This is an optimization exercise on Yosys and OpenROAD, whose aim is small area, a short achievable clock period and few clock cycles per item, not a production implementation.
In this exercise RTL edits were held to simulation tests only and were not proved equivalent to the original.

==> design/flow/config.mk <==
export PLATFORM = sky130hd
export DESIGN_NAME = sm4_core
export DESIGN_NICKNAME = sm4_core
export VERILOG_FILES = /design/flow/design.v
export SDC_FILE = /design/flow/constraint.sdc
export NUM_CORES = 4
export LEC_CHECK = 0
export CAP_MARGIN = 20
export CORE_MARGIN = 2
export CORE_UTILIZATION = 40
export PLACE_DENSITY = 0.6
export SLEW_MARGIN = 20
==> design/flow/run.sh <==
#!/bin/bash
# synth_recipe.tcl (not shown) runs the flow's synth.tcl, then flattens the netlist and writes it again
# the make line also repeats each setting of config.mk as NAME=value (left out here)
make -C /OpenROAD-flow-scripts/flow DESIGN_CONFIG=/design/flow/config.mk WORK_HOME=/design/flow/orfs CLKGATE_MAP_FILE= SYNTH_SCRIPT=/design/flow/synth_recipe.tcl finish
==> design/flow/constraint.sdc <==
create_clock -name core_clock -period 9.0 [get_ports {clk}]
set_input_delay 1.8000 -clock core_clock [delete_from_list [all_inputs] [get_ports {clk}]]
set_output_delay 1.8000 -clock core_clock [all_outputs]
set_load 0.01 [all_outputs]
==> design/flow/design.v <==
module sm4_sbox (
    input  wire [7:0] x,
    output reg  [7:0] y
);
    always @(*) begin
        case (x)
            8'h00: y = 8'hD6;
            8'h01: y = 8'h90;
            8'h02: y = 8'hE9;
            8'h03: y = 8'hFE;
            8'h04: y = 8'hCC;
            8'h05: y = 8'hE1;
            8'h06: y = 8'h3D;
            8'h07: y = 8'hB7;
            8'h08: y = 8'h16;
            8'h09: y = 8'hB6;
            8'h0A: y = 8'h14;
            8'h0B: y = 8'hC2;
            8'h0C: y = 8'h28;
            8'h0D: y = 8'hFB;
            8'h0E: y = 8'h2C;
            8'h0F: y = 8'h05;
            8'h10: y = 8'h2B;
            8'h11: y = 8'h67;
            8'h12: y = 8'h9A;
            8'h13: y = 8'h76;
            8'h14: y = 8'h2A;
            8'h15: y = 8'hBE;
            8'h16: y = 8'h04;
            8'h17: y = 8'hC3;
            8'h18: y = 8'hAA;
            8'h19: y = 8'h44;
            8'h1A: y = 8'h13;
            8'h1B: y = 8'h26;
            8'h1C: y = 8'h49;
            8'h1D: y = 8'h86;
            8'h1E: y = 8'h06;
            8'h1F: y = 8'h99;
            8'h20: y = 8'h9C;
            8'h21: y = 8'h42;
            8'h22: y = 8'h50;
            8'h23: y = 8'hF4;
            8'h24: y = 8'h91;
            8'h25: y = 8'hEF;
            8'h26: y = 8'h98;
            8'h27: y = 8'h7A;
            8'h28: y = 8'h33;
            8'h29: y = 8'h54;
            8'h2A: y = 8'h0B;
            8'h2B: y = 8'h43;
            8'h2C: y = 8'hED;
            8'h2D: y = 8'hCF;
            8'h2E: y = 8'hAC;
            8'h2F: y = 8'h62;
            8'h30: y = 8'hE4;
            8'h31: y = 8'hB3;
            8'h32: y = 8'h1C;
            8'h33: y = 8'hA9;
            8'h34: y = 8'hC9;
            8'h35: y = 8'h08;
            8'h36: y = 8'hE8;
            8'h37: y = 8'h95;
            8'h38: y = 8'h80;
            8'h39: y = 8'hDF;
            8'h3A: y = 8'h94;
            8'h3B: y = 8'hFA;
            8'h3C: y = 8'h75;
            8'h3D: y = 8'h8F;
            8'h3E: y = 8'h3F;
            8'h3F: y = 8'hA6;
            8'h40: y = 8'h47;
            8'h41: y = 8'h07;
            8'h42: y = 8'hA7;
            8'h43: y = 8'hFC;
            8'h44: y = 8'hF3;
            8'h45: y = 8'h73;
            8'h46: y = 8'h17;
            8'h47: y = 8'hBA;
            8'h48: y = 8'h83;
            8'h49: y = 8'h59;
            8'h4A: y = 8'h3C;
            8'h4B: y = 8'h19;
            8'h4C: y = 8'hE6;
            8'h4D: y = 8'h85;
            8'h4E: y = 8'h4F;
            8'h4F: y = 8'hA8;
            8'h50: y = 8'h68;
            8'h51: y = 8'h6B;
            8'h52: y = 8'h81;
            8'h53: y = 8'hB2;
            8'h54: y = 8'h71;
            8'h55: y = 8'h64;
            8'h56: y = 8'hDA;
            8'h57: y = 8'h8B;
            8'h58: y = 8'hF8;
            8'h59: y = 8'hEB;
            8'h5A: y = 8'h0F;
            8'h5B: y = 8'h4B;
            8'h5C: y = 8'h70;
            8'h5D: y = 8'h56;
            8'h5E: y = 8'h9D;
            8'h5F: y = 8'h35;
            8'h60: y = 8'h1E;
            8'h61: y = 8'h24;
            8'h62: y = 8'h0E;
            8'h63: y = 8'h5E;
            8'h64: y = 8'h63;
            8'h65: y = 8'h58;
            8'h66: y = 8'hD1;
            8'h67: y = 8'hA2;
            8'h68: y = 8'h25;
            8'h69: y = 8'h22;
            8'h6A: y = 8'h7C;
            8'h6B: y = 8'h3B;
            8'h6C: y = 8'h01;
            8'h6D: y = 8'h21;
            8'h6E: y = 8'h78;
            8'h6F: y = 8'h87;
            8'h70: y = 8'hD4;
            8'h71: y = 8'h00;
            8'h72: y = 8'h46;
            8'h73: y = 8'h57;
            8'h74: y = 8'h9F;
            8'h75: y = 8'hD3;
            8'h76: y = 8'h27;
            8'h77: y = 8'h52;
            8'h78: y = 8'h4C;
            8'h79: y = 8'h36;
            8'h7A: y = 8'h02;
            8'h7B: y = 8'hE7;
            8'h7C: y = 8'hA0;
            8'h7D: y = 8'hC4;
            8'h7E: y = 8'hC8;
            8'h7F: y = 8'h9E;
            8'h80: y = 8'hEA;
            8'h81: y = 8'hBF;
            8'h82: y = 8'h8A;
            8'h83: y = 8'hD2;
            8'h84: y = 8'h40;
            8'h85: y = 8'hC7;
            8'h86: y = 8'h38;
            8'h87: y = 8'hB5;
            8'h88: y = 8'hA3;
            8'h89: y = 8'hF7;
            8'h8A: y = 8'hF2;
            8'h8B: y = 8'hCE;
            8'h8C: y = 8'hF9;
            8'h8D: y = 8'h61;
            8'h8E: y = 8'h15;
            8'h8F: y = 8'hA1;
            8'h90: y = 8'hE0;
            8'h91: y = 8'hAE;
            8'h92: y = 8'h5D;
            8'h93: y = 8'hA4;
            8'h94: y = 8'h9B;
            8'h95: y = 8'h34;
            8'h96: y = 8'h1A;
            8'h97: y = 8'h55;
            8'h98: y = 8'hAD;
            8'h99: y = 8'h93;
            8'h9A: y = 8'h32;
            8'h9B: y = 8'h30;
            8'h9C: y = 8'hF5;
            8'h9D: y = 8'h8C;
            8'h9E: y = 8'hB1;
            8'h9F: y = 8'hE3;
            8'hA0: y = 8'h1D;
            8'hA1: y = 8'hF6;
            8'hA2: y = 8'hE2;
            8'hA3: y = 8'h2E;
            8'hA4: y = 8'h82;
            8'hA5: y = 8'h66;
            8'hA6: y = 8'hCA;
            8'hA7: y = 8'h60;
            8'hA8: y = 8'hC0;
            8'hA9: y = 8'h29;
            8'hAA: y = 8'h23;
            8'hAB: y = 8'hAB;
            8'hAC: y = 8'h0D;
            8'hAD: y = 8'h53;
            8'hAE: y = 8'h4E;
            8'hAF: y = 8'h6F;
            8'hB0: y = 8'hD5;
            8'hB1: y = 8'hDB;
            8'hB2: y = 8'h37;
            8'hB3: y = 8'h45;
            8'hB4: y = 8'hDE;
            8'hB5: y = 8'hFD;
            8'hB6: y = 8'h8E;
            8'hB7: y = 8'h2F;
            8'hB8: y = 8'h03;
            8'hB9: y = 8'hFF;
            8'hBA: y = 8'h6A;
            8'hBB: y = 8'h72;
            8'hBC: y = 8'h6D;
            8'hBD: y = 8'h6C;
            8'hBE: y = 8'h5B;
            8'hBF: y = 8'h51;
            8'hC0: y = 8'h8D;
            8'hC1: y = 8'h1B;
            8'hC2: y = 8'hAF;
            8'hC3: y = 8'h92;
            8'hC4: y = 8'hBB;
            8'hC5: y = 8'hDD;
            8'hC6: y = 8'hBC;
            8'hC7: y = 8'h7F;
            8'hC8: y = 8'h11;
            8'hC9: y = 8'hD9;
            8'hCA: y = 8'h5C;
            8'hCB: y = 8'h41;
            8'hCC: y = 8'h1F;
            8'hCD: y = 8'h10;
            8'hCE: y = 8'h5A;
            8'hCF: y = 8'hD8;
            8'hD0: y = 8'h0A;
            8'hD1: y = 8'hC1;
            8'hD2: y = 8'h31;
            8'hD3: y = 8'h88;
            8'hD4: y = 8'hA5;
            8'hD5: y = 8'hCD;
            8'hD6: y = 8'h7B;
            8'hD7: y = 8'hBD;
            8'hD8: y = 8'h2D;
            8'hD9: y = 8'h74;
            8'hDA: y = 8'hD0;
            8'hDB: y = 8'h12;
            8'hDC: y = 8'hB8;
            8'hDD: y = 8'hE5;
            8'hDE: y = 8'hB4;
            8'hDF: y = 8'hB0;
            8'hE0: y = 8'h89;
            8'hE1: y = 8'h69;
            8'hE2: y = 8'h97;
            8'hE3: y = 8'h4A;
            8'hE4: y = 8'h0C;
            8'hE5: y = 8'h96;
            8'hE6: y = 8'h77;
            8'hE7: y = 8'h7E;
            8'hE8: y = 8'h65;
            8'hE9: y = 8'hB9;
            8'hEA: y = 8'hF1;
            8'hEB: y = 8'h09;
            8'hEC: y = 8'hC5;
            8'hED: y = 8'h6E;
            8'hEE: y = 8'hC6;
            8'hEF: y = 8'h84;
            8'hF0: y = 8'h18;
            8'hF1: y = 8'hF0;
            8'hF2: y = 8'h7D;
            8'hF3: y = 8'hEC;
            8'hF4: y = 8'h3A;
            8'hF5: y = 8'hDC;
            8'hF6: y = 8'h4D;
            8'hF7: y = 8'h20;
            8'hF8: y = 8'h79;
            8'hF9: y = 8'hEE;
            8'hFA: y = 8'h5F;
            8'hFB: y = 8'h3E;
            8'hFC: y = 8'hD7;
            8'hFD: y = 8'hCB;
            8'hFE: y = 8'h39;
            8'hFF: y = 8'h48;
            default: y = 8'h00;
        endcase
    end
endmodule
module sm4_tau (
    input  wire [31:0] x,
    output wire [31:0] y
);
    sm4_sbox s0 (.x(x[31:24]), .y(y[31:24]));
    sm4_sbox s1 (.x(x[23:16]), .y(y[23:16]));
    sm4_sbox s2 (.x(x[15:8]),  .y(y[15:8]));
    sm4_sbox s3 (.x(x[7:0]),   .y(y[7:0]));
endmodule
module sm4_core (
    input  wire         clk,
    input  wire         rst,         
    input  wire         cmd_valid,   
    input  wire         cmd_key,     
    input  wire         cmd_dec,     
    input  wire [127:0] key_in,      
    input  wire [127:0] data_in,     
    output wire         ready,
    output wire         done,        
    output wire [127:0] data_out     
);
    localparam [127:0] FK = 128'hA3B1BAC6_56AA3350_677D9197_B27022DC;
    localparam [1:0] S_IDLE = 2'd0, S_PRE = 2'd1, S_ENC = 2'd2, S_DEC = 2'd3;
    function [31:0] rotl;
        input [31:0] x;
        input [4:0]  n;
        begin
            rotl = (x << n) | (x >> (6'd32 - {1'b0, n}));
        end
    endfunction
    function [31:0] ck_of;
        input [4:0] i;
        begin
            case (i)
            5'd0: ck_of = 32'h00070E15;
            5'd1: ck_of = 32'h1C232A31;
            5'd2: ck_of = 32'h383F464D;
            5'd3: ck_of = 32'h545B6269;
            5'd4: ck_of = 32'h70777E85;
            5'd5: ck_of = 32'h8C939AA1;
            5'd6: ck_of = 32'hA8AFB6BD;
            5'd7: ck_of = 32'hC4CBD2D9;
            5'd8: ck_of = 32'hE0E7EEF5;
            5'd9: ck_of = 32'hFC030A11;
            5'd10: ck_of = 32'h181F262D;
            5'd11: ck_of = 32'h343B4249;
            5'd12: ck_of = 32'h50575E65;
            5'd13: ck_of = 32'h6C737A81;
            5'd14: ck_of = 32'h888F969D;
            5'd15: ck_of = 32'hA4ABB2B9;
            5'd16: ck_of = 32'hC0C7CED5;
            5'd17: ck_of = 32'hDCE3EAF1;
            5'd18: ck_of = 32'hF8FF060D;
            5'd19: ck_of = 32'h141B2229;
            5'd20: ck_of = 32'h30373E45;
            5'd21: ck_of = 32'h4C535A61;
            5'd22: ck_of = 32'h686F767D;
            5'd23: ck_of = 32'h848B9299;
            5'd24: ck_of = 32'hA0A7AEB5;
            5'd25: ck_of = 32'hBCC3CAD1;
            5'd26: ck_of = 32'hD8DFE6ED;
            5'd27: ck_of = 32'hF4FB0209;
            5'd28: ck_of = 32'h10171E25;
            5'd29: ck_of = 32'h2C333A41;
            5'd30: ck_of = 32'h484F565D;
            5'd31: ck_of = 32'h646B7279;
            endcase
        end
    endfunction
    reg  [1:0]  st;
    reg  [5:0]  cnt;
    reg         done_r;
    reg         wend;        
    reg         svalid;      
    reg  [31:0] x0, x1, x2, x3;      
    reg  [31:0] w0, w1, w2, w3;      
    reg  [31:0] s0, s1, s2, s3;      
    wire idle    = (st == S_IDLE);
    wire dec_run = (st == S_DEC);
    wire [31:0] ck    = ck_of(dec_run ? ~cnt[4:0] : cnt[4:0]);
    wire [31:0] ks_in = w1 ^ w2 ^ (dec_run ? w0 : w3) ^ ck;
    wire [31:0] ks_tau;
    sm4_tau u_tau_ks (.x(ks_in), .y(ks_tau));
    wire [31:0] ks_new = (dec_run ? w3 : w0) ^ ks_tau ^ rotl(ks_tau, 5'd13) ^ rotl(ks_tau, 5'd23);
    wire [31:0] rf_in = x1 ^ x2 ^ x3 ^ w3;
    wire [31:0] rf_tau;
    sm4_tau u_tau_rf (.x(rf_in), .y(rf_tau));
    wire [31:0] x_new = x0 ^ rf_tau ^ rotl(rf_tau, 5'd2) ^ rotl(rf_tau, 5'd10)
                      ^ rotl(rf_tau, 5'd18) ^ rotl(rf_tau, 5'd24);
    always @(posedge clk) begin
        done_r <= 1'b0;
        if (rst) begin
            st     <= S_IDLE;
            cnt    <= 6'd0;
            wend   <= 1'b1;
            svalid <= 1'b0;
        end else begin
            case (st)
                S_IDLE: if (cmd_valid) begin
                    if (cmd_key) begin
                        done_r <= 1'b1;
                        wend   <= 1'b1;
                        svalid <= 1'b0;
                    end else if (!cmd_dec) begin
                        st  <= S_ENC;
                        cnt <= 6'd1;
                    end else if (!wend || svalid) begin
                        st  <= S_DEC;
                        cnt <= 6'd0;
                    end else begin
                        st  <= S_PRE;
                        cnt <= 6'd1;
                    end
                end
                S_PRE: begin
                    cnt <= cnt + 6'd1;
                    if (cnt == 6'd31) begin
                        st  <= S_DEC;
                        cnt <= 6'd0;
                    end
                end
                S_ENC: begin
                    cnt <= cnt + 6'd1;
                    if (cnt == 6'd32) begin
                        st     <= S_IDLE;
                        cnt    <= 6'd0;
                        done_r <= 1'b1;
                        wend   <= 1'b0;
                        svalid <= 1'b1;
                    end
                end
                default: begin  
                    cnt <= cnt + 6'd1;
                    if (cnt == 6'd31) begin
                        st     <= S_IDLE;
                        cnt    <= 6'd0;
                        done_r <= 1'b1;
                        wend   <= 1'b1;
                        svalid <= 1'b1;
                    end
                end
            endcase
        end
    end
    always @(posedge clk) begin
        if (idle) begin
            {x0, x1, x2, x3} <= data_in;
        end else if (st != S_PRE) begin
            {x0, x1, x2, x3} <= {x1, x2, x3, x_new};
        end
        if (idle) begin
            if (cmd_valid) begin
                if (cmd_key)
                    {w0, w1, w2, w3} <= key_in ^ FK;
                else if (cmd_dec ? (wend && svalid) : !wend)
                    {w0, w1, w2, w3} <= {s0, s1, s2, s3};
                else if (wend)
                    {w0, w1, w2, w3} <= {w1, w2, w3, ks_new};
            end
        end else if (dec_run) begin
            {w0, w1, w2, w3} <= {ks_new, w0, w1, w2};
        end else if (!cnt[5]) begin
            {w0, w1, w2, w3} <= {w1, w2, w3, ks_new};
        end
        if ((st == S_ENC && cnt == 6'd1) || (dec_run && cnt == 6'd0))
            {s0, s1, s2, s3} <= {w0, w1, w2, w3};
    end
    assign ready    = idle;
    assign done     = done_r;
    assign data_out = {x3, x2, x1, x0};
endmodule
==> reports/summary.md, run 1 <==
* Final TNS setup: 0 ns
* CTS Buf Count: 50
* top-level port count: 391
* proportion of register bits with asynchronous set or reset after synthesis: 0%
* end of the worst register-to-register path: w0[31]
* pin count of the biggest net entering global routing: 78
* Highest Signal Layer: met5
* wire length on met2: 119 mm
* Slew Viols, Final: 0
* final setup violation count: 0
* Overall Global Routing Usage: 41.5%
* Final ANT Viol Nets: 0
* first-pass GRT wire length: 410 mm
* net count after synthesis: 6967
* clock edge transition at the registers on the reported setup and hold paths: 0.06 ns
* final-stage net count: 6914
* CP endpoint kind: flip-flop
* antenna violations before repair: 13
* result of the run: complete, no violations
* data arrival time of the critical path: 7.06 ns
* detailed-route vias per instance: 7.49
* # H-tree levels: 2
* IO buf count: 390
* fin crit share: 74.0%
* number of global-route vias before repair: 55889
* slew at the pin closest to its max-slew limit: 1.26 ns
* data required time at the worst endpoint: 9.40 ns
* iteration count of the initial detailed-routing pass: 10
* kind of critical path: reg -> reg
* endpoints failing hold: 0
* overall via count from detail_route: 62219
* hold bufs inserted after CTS: 0
* worst min-delay path startpoint: w0[31]
* Worst Hold End: s0[31]
* total core area: 127000 µm²
* biggest fanout along the worst timing path: 52
* most area-consuming cells after synthesis: edfxtp_1 23%, nand2_1 5.6%, a21oi_1 5.6%, o21ai_0 5.4%, nor2_1 3.7%
* multi-input combinational cell area: 36500 µm²
* worst hold path type: reg -> reg
* signed area change from the synthesized netlist to the final layout: 13.4%
* # fillers: 12782
* fin crit period: 6.66 ns
* number of flops mapped to enable cells by yosys: 384
* max-slew headroom at the worst pin: 15.6%
* routed length on met3: 39.4 mm
* worst-case clock buffer depth: 3
* floorplan die area: 131000 µm²
* number of rows in the core area: 131
* clock skew: 0.0218 ns
* sequential-to-total area share from yosys stat: 23.0%
* count leader, synth: nand2_1
* dominant synthesized flop cell: edfxtp_1
* worst r2r path cells: 17
* wire length on met1: 108 mm
* detailed-route wire length per cell: 34.4 µm
* HPWL reported at the end of detailed placement: 197 mm
* Post-Syn Area per Cell: 7.69 µm²
* cell area after technology mapping: 51100 µm²
* top cell type by total area after synthesis: edfxtp_1
* post-synthesis sequential element count: 395
* Worst setup SP type: flip-flop
* clock latency on the worst-skew pair: 0.66 ns
* Hold Path Depth: 0
* gr ovfl total: 0
* reg-to-reg setup timing slack: 2.34 ns
* Max Fclk: 150 MHz
* TritonCTS clock tree: yes
* Die Width: 361 µm
* unrepaired setup endpoints after global routing: false
* total setup buffers inserted after CTS: 0
* number of instances in the synthesized netlist: 6651
* count of cells resized by post-cts repair: 0
* share of Yosys cell area claimed by the top area cell type: 22.6%
* Num Clock Sinks: 395
* launching point of the worst reg2reg path: st[1]
* starting density of the core: 40.2%
* FF/Latch Area: 11800 µm²
* proportion of layout cells with a drive suffix above 1: 9.58%
* post-route DRC violation count: 0
* Yosys warnings: 2
* final RePlAce weighted congestion: 1.07
* leading post-synthesis cells by instance count: 758 x nand2_1, 568 x a21oi_1, 554 x o21ai_0, 501 x nor2_1, 384 x edfxtp_1
* root buffer cell: clkbuf_16
* number of violations reported at the end of detailed-routing iteration 0: 11758
* Max-Cap Viols: 0
* vertical extent of the die: 361 µm
* post-detailed-routing wire length: 286 mm
* library cells used by synthesis: 126
## logic make-up (layout without fill, tap and decap cells)
kind of cell             Yosys count  count (layout)  synth area share [%]
XOR/XNOR                         374             374                  8.50
multiplexers                     152             152                  3.09
buffers and inverters            785             773                  6.97
adder cells (fa/ha/maj)           57              57                  1.39
AND/OR/NAND/NOR                 1974            1974                  17.7
other                              0               5                     0
AO/OA/AOI/OAI                   2914            2914                  39.3
flip-flops                       395             395                  23.0
## cell type report
| type | instances | share of cell area, % |
|---|---|---|
| Inverter | 46 | 0.306 |
| Antenna cell | 5 | 0.0216 |
| Multi-Input combinational cell | 5471 | 62.9 |
| Clock buffer | 63 | 2.33 |
| Timing Repair Buffer | 634 | 9.94 |
| Sequential cell | 395 | 20.3 |
| Tap cell | 1662 | 3.59 |
| Clock inverter | 30 | 0.600 |
## sequential cells by signal, summed over array words and instances (netlist names)
name and count:
s3 32, w0 32, x0 32, s0 32, cnt 6, w3 32, w2 32, s2 32
done_r 1, s1 32, st 2, wend 1, svalid 1, x1 32, x3 32, x2 32
w1 32
## routing by layer
metal / global-route usage (%) / vias to the layer above
li1: - / 25984
met1: 55.1 / 29781
met2: 60.8 / 5405
met3: 11.7 / 1037
met4: 21.7 / 12
met5: 0 / -
## per-stage QoR
stage | util (%) | instance area (µm²) | setup WS [ns] | hold slack [ns] | std cells
6_report | 45.6 | 58000 | 2.34 | 0.522 | 8306
5_1_grt | 45.6 | 58000 | 2.23 | 0.537 | 8304
3_3_place_gp | 44.2 | 56200 | 2.55 | 0.507 | 8206
4_1_cts | 45.5 | 57900 | 2.58 | 0.526 | 8299
2_1_floorplan | - | 51100 | 3.03 | 0.421 | 6651
3_5_place_dp | 44.2 | 56200 | 2.61 | 0.507 | 8206
## how the worst max path moves through the flow
| stage | from | end | cells past startpoint |
|---|---|---|---|
| finish | st[1] | w0[31] | 17 |
| global route | st[1] | w3[31] | 17 |
| CTS | st[0] | w3[16] | 12 |
| detailed placement | st[0] | w3[16] | 12 |
| global placement | st[1] | w0[31] | 17 |
| floorplan | st[0] | s0[0] | 7 |
## cell usage in the layout, fill, tap and decap left out, types with 90 or more instances in the layout
master,n
mux2i_1,140
a211oi_1,123
a22oi_1,92
a31oi_1,128
a221oi_1,100
edfxtp_1,384
nand3_1,187
o21ai_1,90
o21ai_0,553
a21oi_1,568
nor3_1,172
clkdlybuf4s50_1,390
o22ai_1,127
buf_4,241
o211ai_1,182
xor2_1,94
xnor2_1,160
nand2_1,755
nor2_1,490
o221ai_1,160
## critical path: stages (launching register included)
cell       delay (ns)
dfxtp_4          0.74
buf_4            0.46
nand3_1          0.21
and3_1           0.27
nor2_1           0.11
buf_4            0.33
ha_1             0.22
buf_4            0.25
clkinv_1         0.44
nor3_2           0.93
o22ai_1          0.15
a221oi_1         0.31
nor3_1           0.08
o21ai_0          0.17
o2111ai_1        0.56
xnor3_1          0.58
xor2_1           0.17
a221o_1          0.30
Testbench counts, summed over its fixed seeds: cycles 11,152, items 305.
==> run 2: changes to the inputs <==
--- a/design/flow/design.v
+++ b/design/flow/design.v
@@ -287,5 +287,8 @@
 );
     localparam [127:0] FK = 128'hA3B1BAC6_56AA3350_677D9197_B27022DC;
-    localparam [1:0] S_IDLE = 2'd0, S_PRE = 2'd1, S_ENC = 2'd2, S_DEC = 2'd3;
+    localparam [31:0] CK0  = 32'h00070E15;
+    localparam [31:0] CK1  = 32'h1C232A31;
+    localparam [31:0] CK31 = 32'h646B7279;
+    localparam [2:0] S_IDLE = 3'd0, S_PRE = 3'd1, S_REV = 3'd2, S_RUN = 3'd3;
     function [31:0] rotl;
         input [31:0] x;
@@ -295,59 +298,25 @@
         end
     endfunction
-    function [31:0] ck_of;
-        input [4:0] i;
-        begin
-            case (i)
-            5'd0: ck_of = 32'h00070E15;
-            5'd1: ck_of = 32'h1C232A31;
-            5'd2: ck_of = 32'h383F464D;
-            5'd3: ck_of = 32'h545B6269;
-            5'd4: ck_of = 32'h70777E85;
-            5'd5: ck_of = 32'h8C939AA1;
-            5'd6: ck_of = 32'hA8AFB6BD;
-            5'd7: ck_of = 32'hC4CBD2D9;
-            5'd8: ck_of = 32'hE0E7EEF5;
-            5'd9: ck_of = 32'hFC030A11;
-            5'd10: ck_of = 32'h181F262D;
-            5'd11: ck_of = 32'h343B4249;
-            5'd12: ck_of = 32'h50575E65;
-            5'd13: ck_of = 32'h6C737A81;
-            5'd14: ck_of = 32'h888F969D;
-            5'd15: ck_of = 32'hA4ABB2B9;
-            5'd16: ck_of = 32'hC0C7CED5;
-            5'd17: ck_of = 32'hDCE3EAF1;
-            5'd18: ck_of = 32'hF8FF060D;
-            5'd19: ck_of = 32'h141B2229;
-            5'd20: ck_of = 32'h30373E45;
-            5'd21: ck_of = 32'h4C535A61;
-            5'd22: ck_of = 32'h686F767D;
-            5'd23: ck_of = 32'h848B9299;
-            5'd24: ck_of = 32'hA0A7AEB5;
-            5'd25: ck_of = 32'hBCC3CAD1;
-            5'd26: ck_of = 32'hD8DFE6ED;
-            5'd27: ck_of = 32'hF4FB0209;
-            5'd28: ck_of = 32'h10171E25;
-            5'd29: ck_of = 32'h2C333A41;
-            5'd30: ck_of = 32'h484F565D;
-            5'd31: ck_of = 32'h646B7279;
-            endcase
-        end
-    endfunction
-    reg  [1:0]  st;
-    reg  [5:0]  cnt;
+    reg  [2:0]  st;
+    reg  [4:0]  rnd;         
+    reg  [31:0] ck;          
+    reg         dir;         
     reg         done_r;
-    reg         wend;        
-    reg         svalid;      
+    reg         fresh;       
+    reg         last_dec;    
     reg  [31:0] x0, x1, x2, x3;      
-    reg  [31:0] w0, w1, w2, w3;      
+    reg  [31:0] r0, r1, r2, r3;      
     reg  [31:0] s0, s1, s2, s3;      
-    wire idle    = (st == S_IDLE);
-    wire dec_run = (st == S_DEC);
-    wire [31:0] ck    = ck_of(dec_run ? ~cnt[4:0] : cnt[4:0]);
-    wire [31:0] ks_in = w1 ^ w2 ^ (dec_run ? w0 : w3) ^ ck;
+    wire idle = (st == S_IDLE);
+    wire [31:0] ck_up = {ck[31:24] + 8'd28, ck[23:16] + 8'd28, ck[15:8] + 8'd28, ck[7:0] + 8'd28};
+    wire [31:0] ck_dn = {ck[31:24] - 8'd28, ck[23:16] - 8'd28, ck[15:8] - 8'd28, ck[7:0] - 8'd28};
+    wire run  = (st == S_RUN);
+    wire last = (rnd == 5'd31);
+    wire [31:0] ks_in = r1 ^ r2 ^ r3 ^ ck;
     wire [31:0] ks_tau;
     sm4_tau u_tau_ks (.x(ks_in), .y(ks_tau));
-    wire [31:0] ks_new = (dec_run ? w3 : w0) ^ ks_tau ^ rotl(ks_tau, 5'd13) ^ rotl(ks_tau, 5'd23);
-    wire [31:0] rf_in = x1 ^ x2 ^ x3 ^ w3;
+    wire [31:0] ks_new = r0 ^ ks_tau ^ rotl(ks_tau, 5'd13) ^ rotl(ks_tau, 5'd23);
+    wire [31:0] rk    = dir ? r0 : r3;
+    wire [31:0] rf_in = x1 ^ x2 ^ x3 ^ rk;
     wire [31:0] rf_tau;
     sm4_tau u_tau_rf (.x(rf_in), .y(rf_tau));
@@ -357,8 +326,6 @@
         done_r <= 1'b0;
         if (rst) begin
-            st     <= S_IDLE;
-            cnt    <= 6'd0;
-            wend   <= 1'b1;
-            svalid <= 1'b0;
+            st    <= S_IDLE;
+            fresh <= 1'b1;
         end else begin
             case (st)
@@ -366,42 +333,42 @@
                     if (cmd_key) begin
                         done_r <= 1'b1;
-                        wend   <= 1'b1;
-                        svalid <= 1'b0;
-                    end else if (!cmd_dec) begin
-                        st  <= S_ENC;
-                        cnt <= 6'd1;
-                    end else if (!wend || svalid) begin
-                        st  <= S_DEC;
-                        cnt <= 6'd0;
+                        fresh  <= 1'b1;
+                        ck     <= CK0;
                     end else begin
-                        st  <= S_PRE;
-                        cnt <= 6'd1;
+                        dir <= cmd_dec;
+                        rnd <= 5'd0;
+                        if (cmd_dec) begin
+                            if (fresh) begin
+                                st <= S_PRE;
+                                rnd <= 5'd1;
+                                ck  <= ck_up;
+                            end else begin
+                                st <= S_RUN;
+                                ck <= CK31;
+                            end
+                        end else begin
+                            st <= S_RUN;
+                            ck <= CK1;
+                        end
                     end
                 end
                 S_PRE: begin
-                    cnt <= cnt + 6'd1;
-                    if (cnt == 6'd31) begin
-                        st  <= S_DEC;
-                        cnt <= 6'd0;
-                    end
+                    rnd <= rnd + 5'd1;
+                    ck  <= ck_up;
+                    if (last) st <= S_REV;
                 end
-                S_ENC: begin
-                    cnt <= cnt + 6'd1;
-                    if (cnt == 6'd32) begin
-                        st     <= S_IDLE;
-                        cnt    <= 6'd0;
-                        done_r <= 1'b1;
-                        wend   <= 1'b0;
-                        svalid <= 1'b1;
-                    end
+                S_REV: begin
+                    st  <= S_RUN;
+                    rnd <= 5'd0;
+                    ck  <= CK31;
                 end
                 default: begin  
-                    cnt <= cnt + 6'd1;
-                    if (cnt == 6'd31) begin
-                        st     <= S_IDLE;
-                        cnt    <= 6'd0;
-                        done_r <= 1'b1;
-                        wend   <= 1'b1;
-                        svalid <= 1'b1;
+                    rnd   <= rnd + 5'd1;
+                    ck    <= dir ? ck_dn : ck_up;
+                    fresh <= 1'b0;
+                    if (last) begin
+                        st       <= S_IDLE;
+                        done_r   <= 1'b1;
+                        last_dec <= dir;
                     end
                 end
@@ -410,25 +377,26 @@
     end
     always @(posedge clk) begin
-        if (idle) begin
+        if (idle)
             {x0, x1, x2, x3} <= data_in;
-        end else if (st != S_PRE) begin
-            {x0, x1, x2, x3} <= {x1, x2, x3, x_new};
-        end
+        else
+            {x0, x1, x2, x3} <= {x1, x2, x3, run ? x_new : x0};
         if (idle) begin
             if (cmd_valid) begin
                 if (cmd_key)
-                    {w0, w1, w2, w3} <= key_in ^ FK;
-                else if (cmd_dec ? (wend && svalid) : !wend)
-                    {w0, w1, w2, w3} <= {s0, s1, s2, s3};
-                else if (wend)
-                    {w0, w1, w2, w3} <= {w1, w2, w3, ks_new};
+                    {r0, r1, r2, r3} <= key_in ^ FK;
+                else if (fresh)
+                    {r0, r1, r2, r3} <= {r1, r2, r3, ks_new};
+                else if (cmd_dec == last_dec)
+                    {r0, r1, r2, r3} <= {s0, s1, s2, s3};
+                else
+                    {r0, r1, r2, r3} <= {r3, r2, r1, r0};
             end
-        end else if (dec_run) begin
-            {w0, w1, w2, w3} <= {ks_new, w0, w1, w2};
-        end else if (!cnt[5]) begin
-            {w0, w1, w2, w3} <= {w1, w2, w3, ks_new};
+        end else if (st == S_REV) begin
+            {r0, r1, r2, r3} <= {r3, r2, r1, r0};
+        end else if (!(run && last)) begin
+            {r0, r1, r2, r3} <= {r1, r2, r3, ks_new};
         end
-        if ((st == S_ENC && cnt == 6'd1) || (dec_run && cnt == 6'd0))
-            {s0, s1, s2, s3} <= {w0, w1, w2, w3};
+        if (run && rnd == 5'd0)
+            {s0, s1, s2, s3} <= {r0, r1, r2, r3};
     end
     assign ready    = idle;
--- a/design/flow/config.mk
+++ b/design/flow/config.mk
@@ -10,3 +10,4 @@
 export CORE_UTILIZATION = 40
 export PLACE_DENSITY = 0.6
+export SETUP_SLACK_MARGIN = 4.0
 export SLEW_MARGIN = 20
==> reports/summary.md, run 2 <==
* worst-case clock buffer depth: 3, unchanged
* top-level port count: 391, unchanged
* reg-to-reg setup timing slack: 3.97 ns, +1.62 ns
* max-slew headroom at the worst pin: 18.1%, +2.5 points
* Max-Cap Viols: 0, unchanged
* clock edge transition at the registers on the reported setup and hold paths: 0.07 ns, about the same
* vertical extent of the die: 356 µm, -1.6%
* cell with the most instances on the worst path: xnor3_1
* worst hold path type: reg -> reg
* number of flops mapped to enable cells by yosys: 288, -25%
* cells along the critical path: xnor3_1 -> xnor2_4 -> clkbuf_8 -> nand2_1 -> o21ai_0 -> a211oi_1 -> a2111oi_0 -> nor3_1 -> nor3_4 -> buf_12 -> xnor3_1 -> xnor2_1 -> or3_1 -> a31oi_1
* clock latency on the worst-skew pair: 0.70 ns, +0.04 ns
* worst slack, placed: 3.14 ns, +0.536 ns
* Finished Core Util: 47.8%, +2.2 points
* final RePlAce weighted congestion: 1.03, -3.9%
* detailed-route wire length per cell: 31.4 µm, -8.8%
* library cells used by synthesis: 101, -20%
* CP endpoint kind: flip-flop
* post-route DRC violation count: 0, unchanged
* number of violations reported at the end of detailed-routing iteration 0: 11467, -2.5%
* share of Yosys cell area claimed by the top area cell type: 17.5%, -5.1 points
* Slew Viols, Final: 0, unchanged
* Die Width: 356 µm, -1.6%
* Final ANT Viol Nets: 0, unchanged
* launching point of the worst reg2reg path: x1[2]
* end of the worst register-to-register path: x3[6]
* clock skew: 0.0606 ns, +0.0387 ns
* Post-Syn Area per Cell: 7.51 µm², -2.3%
* root buffer cell: clkbuf_16
* overall via count from detail_route: 60136, -3.3%
* HPWL reported at the end of detailed placement: 172 mm, -13%
* post-detailed-routing wire length: 260 mm, -9.1%
* dominant synthesized flop cell: edfxtp_1
* leading post-synthesis cells by instance count: 816 x nand2_1, 683 x a21oi_1, 658 x o21ai_0, 508 x nor2_1, 393 x clkbuf_1
* largest delay contributor family on the critical path: XOR/XNOR gates
* proportion of register bits with asynchronous set or reset after synthesis: 0%, unchanged
* # H-tree levels: 2, unchanged
* CP peak stage delay: 0.70 ns, -0.23 ns
* net count after synthesis: 6918, -0.70%
* slowest cell on the critical path: xnor3_1
* sequential-to-total area share from yosys stat: 22.8%, -0.18 points
* final worst hold slack: 0.498 ns, -0.0235 ns
* final-stage net count: 6919, +0.072%
* post-synthesis sequential element count: 420, +6.3%
* Yosys warnings: 2, unchanged
* result of the run: complete, no violations
* number of instances in the synthesized netlist: 6591, -0.90%
* worst r2r path cells: 14, -3
* final setup violation count: 0, unchanged
* count leader, synth: nand2_1
* slew at the pin closest to its max-slew limit: 1.19 ns, -0.0675 ns
* Final TNS setup: 0 ns, unchanged
* hold bufs inserted after CTS: 0, unchanged
* fin crit period: 5.03 ns, -1.62 ns
* cell area after technology mapping: 49500 µm², -3.1%
* source of the critical timing path: x1[2]
* Buf+Inv Stages, Crit Path: 2, -2
* top cell type by total area after synthesis: edfxtp_1
* number of global-route vias before repair: 53617, -4.1%
* data required time at the worst endpoint: 9.58 ns, +0.18 ns
* biggest fanout along the worst timing path: 64, +23%
* most area-consuming cells after synthesis: edfxtp_1 17%, a21oi_1 6.9%, o21ai_0 6.7%, nand2_1 6.2%, dfxtp_1 5.3%
* floorplan die area: 127000 µm², -3.1%
* kind of critical path: reg -> reg
* Max Fclk: 199 MHz, +32%
* most common library cell in the layout ignoring fill and taps: nand2_1
* antenna violations before repair: 7, -6
* first-pass GRT wire length: 374 mm, -8.9%
* starting density of the core: 40.1%, about the same
* total core area: 123000 µm², -3.0%
* endpoints failing hold: 0, unchanged
* commonest cells after routing, fill and taps aside: 806 x nand2_1, 680 x a21oi_1, 652 x o21ai_0
* Overall Global Routing Usage: 38.4%, -3.1 points
* CTS Buf Count: 53, +6.0%
* signed area change from the synthesized netlist to the final layout: 19.1%
* gr ovfl total: 0, unchanged
* TritonCTS clock tree: yes
* detailed-route vias per instance: 7.27, -3.0%
* fin crit share: 55.9%, -18 points
* Worst setup SP type: flip-flop
* unrepaired setup endpoints after global routing: true
* number of rows in the core area: 129, -1.5%
* proportion of layout cells with a drive suffix above 1: 12.3%, +2.7 points
* IO buf count: 390, unchanged
* end point of the critical path: x3[6]
* count of cell instances traversed by the critical path: 14, -3
* Num Clock Sinks: 420, +6.3%
* pin count of the biggest net entering global routing: 168, +120%
* iteration count of the initial detailed-routing pass: 12, +2
* Worst Slack Setup Final: 3.97 ns, +1.62 ns
* data arrival time of the critical path: 5.61 ns, -1.45 ns
## run 2: changes by cell type in the layout (fill, tap and decap cells not counted), moves of 79 or more
| cell | before | now |
|---|---|---|
| o21ai_1 | 90 | 11 |
| o21ai_0 | 553 | 652 |
| edfxtp_1 | 384 | 288 |
| dfxtp_1 | 9 | 129 |
| mux2_2 | 7 | 102 |
| a21oi_1 | 568 | 680 |
## run 2: worst min path at each step
stage / start / end / cells after the start
after floorplan: dir / last_dec / 0
after global placement: r2[24] / s2[24] / 0
after detailed placement: r2[24] / s2[24] / 0
after CTS: r2[24] / s2[24] / 0
after global routing: r2[7] / s2[7] / 0
final: r2[24] / s2[24] / 0
## run 2: logic make-up (layout without fill, tap and decap cells)
| family | Yosys count | in the layout | share of synthesized area [%] |
|---|---|---|---|
| adders and majority gates | 71 | 71 | 1.77 |
| and+or+nand+nor | 1907 | 1907 | 16.7 |
| xor gates and xnor gates | 439 | 449 | 9.39 |
| DFF | 420 | 420 | 22.8 |
| buffers and inverters | 777 | 810 | 6.71 |
| muxes | 307 | 307 | 7.37 |
| AOI/OAI and AO/OA | 2670 | 2670 | 35.3 |
| other | 0 | 6 | 0 |
## run 2: cell type report
class / count / area (µm²)
timing repair inverter: 2 / 10.0
clock buffer: 61 / 1370
multi-input combinational: 5404 / 37100
fill: 12136 / 64300
sequential: 420 / 11300
inverter: 56 / 251
antenna: 6 / 15.0
tap: 1637 / 2050
timing repair buffer: 655 / 6450
clock inverter: 36 / 433
## run 2: routing by layer
metal  global-route usage (%)  up-vias  wire [µm]
met5                        0        -         30
met4                     15.7        4      14500
met1                     52.8    28461      99000
li1                         -    25305          -
met2                     57.7     5388     110000
met3                     8.99      978      36500
## run 2: timing repair
item | in CTS | in global routing
resized for setup | 147 | 153
endpoints found under the setup margin | 64 | 61
pin swaps | 17 | 23
gates cloned | 13 | 5
buffers inserted | 39 | 37
## run 2: worst register-to-register path, delay by kind of cell (launching register included)
family	cells	cell delay (ns)
xor gates and xnor gates	4	1.47
buffers and inverters	2	0.59
DFF	1	0.48
AOI/OAI and AO/OA	4	1.13
and+or+nand+nor	4	1.26
## run 2: through the flow
stage	instance area, µm²	cells
after floorplan	49600	6591
after global placement	54800	8079
after detailed placement	54800	8080
after CTS	57900	8229
after global routing	59000	8274
final	59000	8277
Testbench counts of run 2, summed over its fixed seeds: cycles 11,185, items 305.
==> run 3: changes to the inputs <==
==> design/flow/flow/run.sh (new file) <==
#!/bin/bash
# The standard layout, with the input and output ports buffered by the
# smallest buffer (sky130_fd_sc_hd__buf_1) instead of the one buffer_ports
# picks by default.
set -euo pipefail
export BUFFER_PORTS_ARGS="-buffer_cell sky130_fd_sc_hd__buf_1"
bash standard.sh > standard_flow.log 2>&1
==> design/flow/standard.sh (new file) <==
#!/bin/bash
# synth_recipe.tcl (not shown) runs the flow's synth.tcl, then flattens the netlist and writes it again
# the make line also repeats each setting of config.mk as NAME=value (left out here)
make -C /OpenROAD-flow-scripts/flow DESIGN_CONFIG=/design/flow/config.mk WORK_HOME=/design/flow/orfs CLKGATE_MAP_FILE= SYNTH_SCRIPT=/design/flow/synth_recipe.tcl "${@:-finish}"
removed: design/flow/run.sh
==> reports/summary.md, run 3 <==
* result of the run: complete, no violations
* number of instances in the synthesized netlist: 6591, unchanged
* number of violations reported at the end of detailed-routing iteration 0: 11018, -3.9%
* antenna violations before repair: 14, +7
* data arrival time of the critical path: 5.39 ns, -0.22 ns
* most common library cell in the layout ignoring fill and taps: nand2_1
* Num Clock Sinks: 420, unchanged
* Top Usage Layer GRT: met2
* vertical extent of the die: 356 µm, unchanged
* final-stage net count: 6926, +0.10%
* signed area change from the synthesized netlist to the final layout: 14.1%
* CP endpoint kind: flip-flop
* Die Width: 356 µm, unchanged
* Slew Viols, Final: 0, unchanged
* hold bufs inserted after CTS: 0, unchanged
* most area-consuming cells after synthesis: edfxtp_1 17%, a21oi_1 6.9%, o21ai_0 6.7%, nand2_1 6.2%, dfxtp_1 5.3%
* library cells used by synthesis: 101, unchanged
* endpoints failing hold: 0, unchanged
* TritonCTS clock tree: yes
* # fillers: 12360, +1.8%
* unrepaired setup endpoints after global routing: true
* proportion of register bits with asynchronous set or reset after synthesis: 0%, unchanged
* total core area: 123000 µm², unchanged
* proportion of layout cells with a drive suffix above 1: 12.2%, -0.079 points
* number of flops mapped to enable cells by yosys: 288, unchanged
* fin crit period: 5.00 ns, -0.0367 ns
* Final ANT Viol Nets: 0, unchanged
* top cell type by total area after synthesis: edfxtp_1
* post-route DRC violation count: 0, unchanged
* # H-tree levels: 2, unchanged
* Post-Syn Area per Cell: 7.51 µm², unchanged
* met1 Track Usage GR: 50.4%, -2.4 points
* clock skew: 0.0399 ns, -0.0206 ns
* biggest fanout along the worst timing path: 69, +7.8%
* top-level port count: 391, unchanged
* Yosys warnings: 2, unchanged
* post-synthesis sequential element count: 420, unchanged
* HPWL reported at the end of detailed placement: 171 mm, -0.69%
* Final TNS setup: 0 ns, unchanged
* detailed-route vias per instance: 7.21, -0.82%
* final RePlAce weighted congestion: 1.03, +0.13%
* leading post-synthesis cells by instance count: 816 x nand2_1, 683 x a21oi_1, 658 x o21ai_0, 508 x nor2_1, 393 x clkbuf_1
* overall via count from detail_route: 59637, -0.83%
* net count after synthesis: 6918, unchanged
* cell area after technology mapping: 49500 µm², unchanged
* Overall Global Routing Usage: 37.8%, -0.57 points
* starting density of the core: 40.1%, unchanged
* floorplan die area: 127000 µm², unchanged
* iteration count of the initial detailed-routing pass: 9, -3
* final setup violation count: 0, unchanged
* count leader, synth: nand2_1
* Worst setup SP type: flip-flop
* gr ovfl total: 0, unchanged
* Max Fclk: 200 MHz, +0.74%
* share of Yosys cell area claimed by the top area cell type: 17.5%, unchanged
* clock latency on the worst-skew pair: 0.68 ns, -0.02 ns
* first-pass GRT wire length: 370 mm, -1.1%
* met2 GRT Util: 57.4%, -0.22 points
* fin crit share: 55.5%, -0.41 points
* detailed-route wire length per cell: 30.8 µm, -1.9%
* post-detailed-routing wire length: 255 mm, -2.0%
* commonest cells after routing, fill and taps aside: 802 x nand2_1, 676 x a21oi_1, 655 x o21ai_0
* data required time at the worst endpoint: 9.40 ns, -0.18 ns
* pin count of the biggest net entering global routing: 168, unchanged
* kind of critical path: reg -> reg
* CTS Buf Count: 52, -1.9%
* slew at the pin closest to its max-slew limit: 1.22 ns, +0.0261 ns
* IO buf count: 390, unchanged
* Finished Core Util: 45.8%, -2.0 points
* clock edge transition at the registers on the reported setup and hold paths: 0.06 ns, about the same
* root buffer cell: clkbuf_16
* dominant synthesized flop cell: edfxtp_1
* sequential-to-total area share from yosys stat: 22.8%, unchanged
* Max-Cap Viols: 0, unchanged
* max-slew headroom at the worst pin: 18.3%, +0.14 points
* worst hold path type: reg -> reg
* number of rows in the core area: 129, unchanged
* global-route track usage on met3: 8.93%, -0.056 points
* worst-case clock buffer depth: 3, unchanged
* number of global-route vias before repair: 53556, -0.11%
run 3: layout make-up:
| cell class | count | area, µm² | share of cell area (%) |
|---|---|---|---|
| clock buffer | 62 | 1400 | 2.48 |
| timing repair buffer | 662 | 3930 | 6.96 |
| sequential | 420 | 11300 | 20.0 |
| timing repair inverter | 2 | 10.0 | 0.0177 |
| tap | 1637 | 2050 | 3.63 |
| inverter | 56 | 259 | 0.459 |
| multi-input combinational | 5405 | 37200 | 65.9 |
| antenna | 3 | 7.51 | 0.0133 |
| clock inverter | 29 | 277 | 0.490 |
run 3: metrics by stage:
stage                     cell area (µm²)  hold slack (ns)  worst slack (ns)  cells
after floorplan                     49600            0.451              3.63   6591
after global placement              52400            0.481              2.83   8092
after detailed placement            52400            0.489              2.95   8092
after CTS                           55500            0.492              3.95   8226
after global routing                56500            0.510              3.95   8275
final                               56500            0.491              4.00   8276
run 3: layer usage:
metal	vias up	wire [µm]
met5	-	80
met4	12	16400
met3	1012	33800
met2	5139	109000
met1	28189	95000
li1	25285	-
run 3: timing repair:
| item | CTS | global route |
|---|---|---|
| resized for setup | 173 | 130 |
| pin swaps | 16 | 10 |
| gates cloned | 9 | 7 |
| setup endpoints to repair | 63 | 62 |
| setup buffers | 34 | 40 |
run 3: critical path: stages (launching register included):
cell       delay [ns]
edfxtp_1         0.59
xor2_1           0.28
xnor2_2          0.15
buf_4            0.25
buf_6            0.44
xnor2_1          0.25
buf_4            0.23
a2111oi_0        0.75
a311oi_1         0.18
a41oi_1          0.22
mux4_2           0.41
xnor2_2          0.16
xnor2_1          0.36
nor2_1           0.10
xnor2_1          0.19
a22oi_1          0.10
run 3: logic make-up after synthesis:
kind of cell | Yosys count | synth area share, %
simple gates | 1907 | 16.7
xor+xnor | 439 | 9.39
fa+ha+maj | 71 | 1.77
mux | 307 | 7.37
flops | 420 | 22.8
buf+inv | 777 | 6.71
compound gates | 2670 | 35.3
run 3: final timing paths:
path | from | end | slack, ns | depth (start not counted)
setup reg to reg | r3[26] | r3[17] | 4.00 | 15
hold / removal | r2[21] | s2[21] | 0.49 | 0
setup / recovery | r3[26] | r3[17] | 4.00 | 15
hold reg to reg | r2[21] | s2[21] | 0.49 | 0

## re-timing with driven ports
Ports are ideal in the flow. The routed layouts listed here were re-timed in OpenROAD. Step 1, drivers: a clkbuf_16 drives clk and a buf_2 each remaining input, both assumed. Step 2 adds t to the input delays and takes it off the output delays; t is the mean of the earliest and latest rising clock arrival at the registers after step 1. Input paths then give back, and output paths get back, about the clock's delay inside the block. Three values: ideal ports, drivers, drivers and shift; two values: the first two.
run | t (ns) | slack for setup (ns) | worst slew at a driven data input, ns
run 1 | 0.724 | 2.343 / 2.343 / 2.343 | 0.23
run 2 | 0.748 | 3.965 / 3.965 / 3.452 | 0.18
run 3 | 0.730 | 4.002 / 4.002 / 3.732 | 0.20
After both steps setup and hold are still met in every run listed. The setup slack of run 2, which loses most, moves by 0.000 ns with the drivers and by -0.513 ns with both steps.
